From an optimization exercise on the open Yosys and OpenROAD flow, aimed at small area, a short achievable clock period and few clock cycles; shortcuts taken in it are not production practice.
RTL that was checked went through simulation tests only; none was proved equivalent to the original.
No activity file was given, so power comes from the tool's default toggle rates.

Design bdm_codec, start of the top module:
module bdm_codec (
    input  wire         clk,
    input  wire         rst,
    input  wire         req_valid,
    output wire         req_ready,
    input  wire [7:0]   req,
    input  wire [7:0]   p0,
    input  wire [7:0]   p1,
    input  wire [39:0]  hdr,
    input  wire [8:0]   din_len,
    input  wire         din_valid,
    output wire         din_ready,
    input  wire [7:0]   din_data,
    output wire         dout_valid,
    input  wire         dout_ready,
    output wire [7:0]   dout_data,
    output wire         dout_last,
    output wire         done,
    output wire [3:0]   st,
    output wire [2:0]   cls,
    output wire [7:0]   rb,
    output wire         rf,
    output wire [7:0]   opc,
    output wire [7:0]   ctl,
    output wire [7:0]   len,
    output wire [191:0] fld,
    output wire [7:0]   fv
);
export LEC_CHECK = 0
export ABC_AREA = 1
export CAP_MARGIN = 20
export CORE_MARGIN = 2
export CORE_UTILIZATION = 40
export CTS_BUF_LIST = sky130_fd_sc_hd__clkbuf_16
export CTS_CLUSTER_DIAMETER = 80
export CTS_CLUSTER_SIZE = 20
export PLACE_DENSITY = 0.75
export SETUP_SLACK_MARGIN = 3.5
export SLEW_MARGIN = 20
create_clock -name core_clock -period 6.0 [get_ports {clk}]
standard.sh (not shown) runs the stock make flow with config.mk's settings and CLKGATE_MAP_FILE= SYNTH_SCRIPT=/design/flow/synth_recipe.tcl, a recipe that flattens the netlist after the stock synthesis.
==> flow/flow/run.sh <==
#!/bin/bash
set -euo pipefail
export BUFFER_PORTS_ARGS="-buffer_cell sky130_fd_sc_hd__buf_1"
bash standard.sh > standard.log 2>&1
Testbench counts at the start, summed over its fixed seeds: cycles 26,864.
Change:
--- a/flow/design.v
+++ b/flow/design.v
@@ -131,21 +131,13 @@
             4'd9:    bbyte = e_src ? r_opc : 8'h00;
             4'd10:   bbyte = e_src ? 8'h01 : 8'h00;
             default: bbyte = 8'h00;
         endcase
     end
     wire b_cs = (cb == (e_src ? 4'd13 : (e_get ? 4'd9 : 4'd10)));
-    reg  [7:0] hbyte;
-    always @(*) begin
-        case (cb[1:0])
-            2'd1:    hbyte = ~bn[0];
-            2'd2:    hbyte = ~bn[1];
-            2'd3:    hbyte = ~bn[2];
-            default: hbyte = r_ctl;
-        endcase
-    end
+    wire [7:0] hbyte = ~bn[0];
     wire [7:0] x_cs = x ^ (dv ? dd : 8'h00);
     wire cs_ok  = (x == din_data);
     wire pre_ok = !f_trunc && !f_len && !f_opc && !f_pshort;
     wire [7:0] rem2 = rem[7:0] - 8'd2;
     wire fin_ok = pre_ok && cs_ok;
     reg [3:0] st_fin;
@@ -323,14 +315,18 @@
             if (c == 5'd5 && k_frame) r_ctl <= din_data;
             if (c == 5'd6 && k_frame) r_opc <= din_data;
             if (c == 5'd7) bn[0]  <= ~din_data;
             if (c == 5'd8) bn[1]  <= ~din_data;
             if (c == 5'd9) bn[2]  <= ~din_data;
         end
-        if (k_enc_hdr && adv)
-            cb <= cb1;
+        if (k_enc_hdr && adv) begin
+            cb    <= cb1;
+            bn[0] <= bn[1];
+            bn[1] <= bn[2];
+            bn[2] <= ~r_ctl;
+        end
         if (k_enc_dat && din_fire) begin
             rem   <= rem - 9'd1;
             lastf <= (rem == 9'd2);
         end
         if (k_enc_dat && !skv && !adv) r_opc <= din_data;
         if (k_enc_cs && adv)
Effect:
- The new run produced a clean layout
- worst hold slack barely changes
- die area drops slightly
- synthesized area went down slightly
- clock skew climbs by 0.0081 ns
- total power came out higher by a few percent
- flip-flop and latch count is unchanged
- worst setup slack got worse by 0.013 ns
- global-route usage climbs by 1.1 points
- synthesized cell count fell by a few percent
- final cell count went down by a few percent
Function not checked in the second run of this note: the RTL went through the layout flow alone.

========
Another version of the RTL of bdm_codec (not shown whole).
Size: ~1300 cells after synthesis, roughly 340 I/O pins.
export LEC_CHECK = 0
export ABC_AREA = 1
export CAP_MARGIN = 20
export CORE_MARGIN = 2
export CORE_UTILIZATION = 40
export CTS_BUF_LIST = sky130_fd_sc_hd__clkbuf_16
export CTS_CLUSTER_DIAMETER = 80
export CTS_CLUSTER_SIZE = 20
export PLACE_DENSITY = 0.75
export SETUP_SLACK_MARGIN = 3.5
export SLEW_MARGIN = 20
create_clock -name core_clock -period 6.0 [get_ports {clk}]
Scripts as last shown in full above: flow/flow/run.sh
Then changed:
--- a/flow/design.v
+++ b/flow/design.v
@@ -281,77 +281,71 @@
             k_frame  <= frame_op;
             k_pget   <= (rop == 4'h7) && r_get;
             k_ser    <= (rop == 4'h7) && (ren == 4'hB);
             k_xsel   <= (rop == 4'h1) || (rop == 4'h2);
             ent      <= ren;
             rem      <= din_len;
             lastf    <= (din_len == 9'd1);
-            m        <= 8'h00;
             c        <= 5'd0;
             cb       <= 4'd1;
             dl       <= 1'b0;
-            x        <= (rop == 4'h9) ? acc_fed : 8'h00;
             f_trunc  <= frame_op && (din_len < 9'd7);
             f_len    <= 1'b0;
             f_pshort <= 1'b0;
             f_opc    <= 1'b0;
             bn[0]    <= ~hdr[15:8];
             bn[1]    <= ~hdr[23:16];
             bn[2]    <= ~hdr[31:24];
-            r_ctl    <= go_enc ? hdr[39:32] : go_build ? p0 : 8'h00;
-            r_opc    <= go_build ? p1 : 8'h00;
         end
         for (i = 3; i < 14; i = i + 1)
             if (bclr || (k_din && k_ser && c == i + 7))
                 b[i] <= bz;
         if (k_din && din_fire) begin
             c     <= c1;
             rem   <= rem - 9'd1;
             lastf <= (rem == 9'd2);
-            if (!lastf)       x <= x ^ din_data;
-            else if (!k_xsel) x <= 8'h00;
-            else if (!k_csum) x <= x ^ din_data;
         end
         if (k_din) begin
             if (c == 5'd4) begin
                 f_len    <= (din_data < 8'd2) || (din_data != rem2);
                 f_pshort <= k_pget && (din_data < e_minl);
-                if (k_frame) m <= din_data;
             end
             if (c == 5'd6) f_opc <= k_pget && (din_data != e_wop);
-            if (c == 5'd5 && k_frame) r_ctl <= din_data;
-            if (c == 5'd6 && k_frame) r_opc <= din_data;
             if (c == 5'd7) bn[0]  <= ~din_data;
             if (c == 5'd8) bn[1]  <= ~din_data;
             if (c == 5'd9) bn[2]  <= ~din_data;
         end
         if (k_enc_hdr && adv)
             cb <= cb1;
         if (k_enc_dat && din_fire) begin
             rem   <= rem - 9'd1;
             lastf <= (rem == 9'd2);
         end
-        if (k_enc_dat && !skv && !adv) r_opc <= din_data;
         if (k_enc_cs && adv)
             dl <= 1'b1;
         if (k_build && adv) begin
             cb <= cb1;
             if (b_cs) dl <= 1'b1;
         end
-        if ((k_enc_hdr || k_enc_dat || k_enc_cs || k_build || dl) && dv && dout_ready)
-            x <= x_cs;
-        if (k_clr) begin
-            r_ctl <= 8'h00;
-            r_opc <= 8'h00;
-            m     <= 8'h00;
-        end
-        if (out_end) begin
-            r_ctl <= 8'h00;
-            r_opc <= 8'h00;
-        end
+    end
+    wire [7:0] x_nx = rdy   ? ((rop == 4'h9) ? acc_fed : 8'h00) :
+                      k_din ? ((lastf && !k_xsel) ? 8'h00 : x ^ din_data) :
+                              x_cs;
+    always @(posedge clk)
+        if (rdy || (k_din && din_fire && !(lastf && k_csum)) ||
+            ((k_enc_hdr || k_enc_dat || k_enc_cs || k_build || dl) && dv && dout_ready))
+            x <= x_nx;
+    wire [7:0] dz0 = (k_din || k_enc_dat) ? din_data : 8'h00;
+    always @(posedge clk) begin
+        if (rdy || (k_din && k_frame && c == 5'd5) || k_clr || out_end)
+            r_ctl <= rdy ? (go_enc ? hdr[39:32] : go_build ? p0 : 8'h00) : dz0;
+        if (rdy || (k_din && k_frame && c == 5'd6) || (k_enc_dat && !skv && !adv) || k_clr || out_end)
+            r_opc <= rdy ? (go_build ? p1 : 8'h00) : dz0;
+        if (rdy || (k_din && k_frame && c == 5'd4) || k_clr)
+            m     <= rdy ? 8'h00 : dz0;
     end
     assign req_ready  = rr;
     assign din_ready  = dr;
     assign dout_valid = dv;
     assign dout_data  = dd;
     assign dout_last  = dl;
     assign done       = dn;
Outcome:
- worst setup slack gains 0.035 ns
- count of clock-buffer cells in the layout is unchanged
- hold slack stays flat
- first-iteration DRC count decreases by 17%
- combinational power increases by about 1%
- flip-flop and latch count does not change
- total power increases by 2.9%
- die area decreases by 1.5%
- non-clock buffer count increases by 1
Testbench counts after the change, summed over its fixed seeds: cycles 26,864.
The RTL of the first run of this note was laid out without a check of its function.

static timing again, ports no longer ideal:
The results above use ideal ports. As a check the final layouts listed here were re-extracted and re-timed, cells and wires unchanged.
Step 1 assumes that a clkbuf_16 drives the clock port and a buf_2 every other input.
Step 2 moves the port delays by t, midway between the first and last clock arrival at a register: inputs arrive t later, outputs are due t later. That takes back most of the time a late clock gives input paths.
Slacks: no drivers / after step 1 / after step 2; pairs: no drivers / after step 1.
| run | t (ns) | setup slack, ns | worst setup path at the end | worst slew at a driven data input, ns | cell pins on the clock port's net |
|---|---|---|---|---|---|
| the first run of note 1 | 0.540 | 3.513 / 3.467 / 3.041 | input to register | 0.07 | 1 |
| the second run of note 1 | 0.546 | 3.501 / 3.454 / 3.040 | input to register | 0.08 | 1 |
| the first run of note 2 | 0.535 | 3.489 / 3.443 / 3.118 | input to register | 0.07 | 1 |
| the second run of note 2 | 0.532 | 3.524 / 3.478 / 3.064 | input to register | 0.08 | 1 |
After both steps every run listed still meets setup and hold. For the first run of note 1, which loses most, drivers alone change the setup slack by -0.046 ns; drivers and shift together by -0.472 ns.
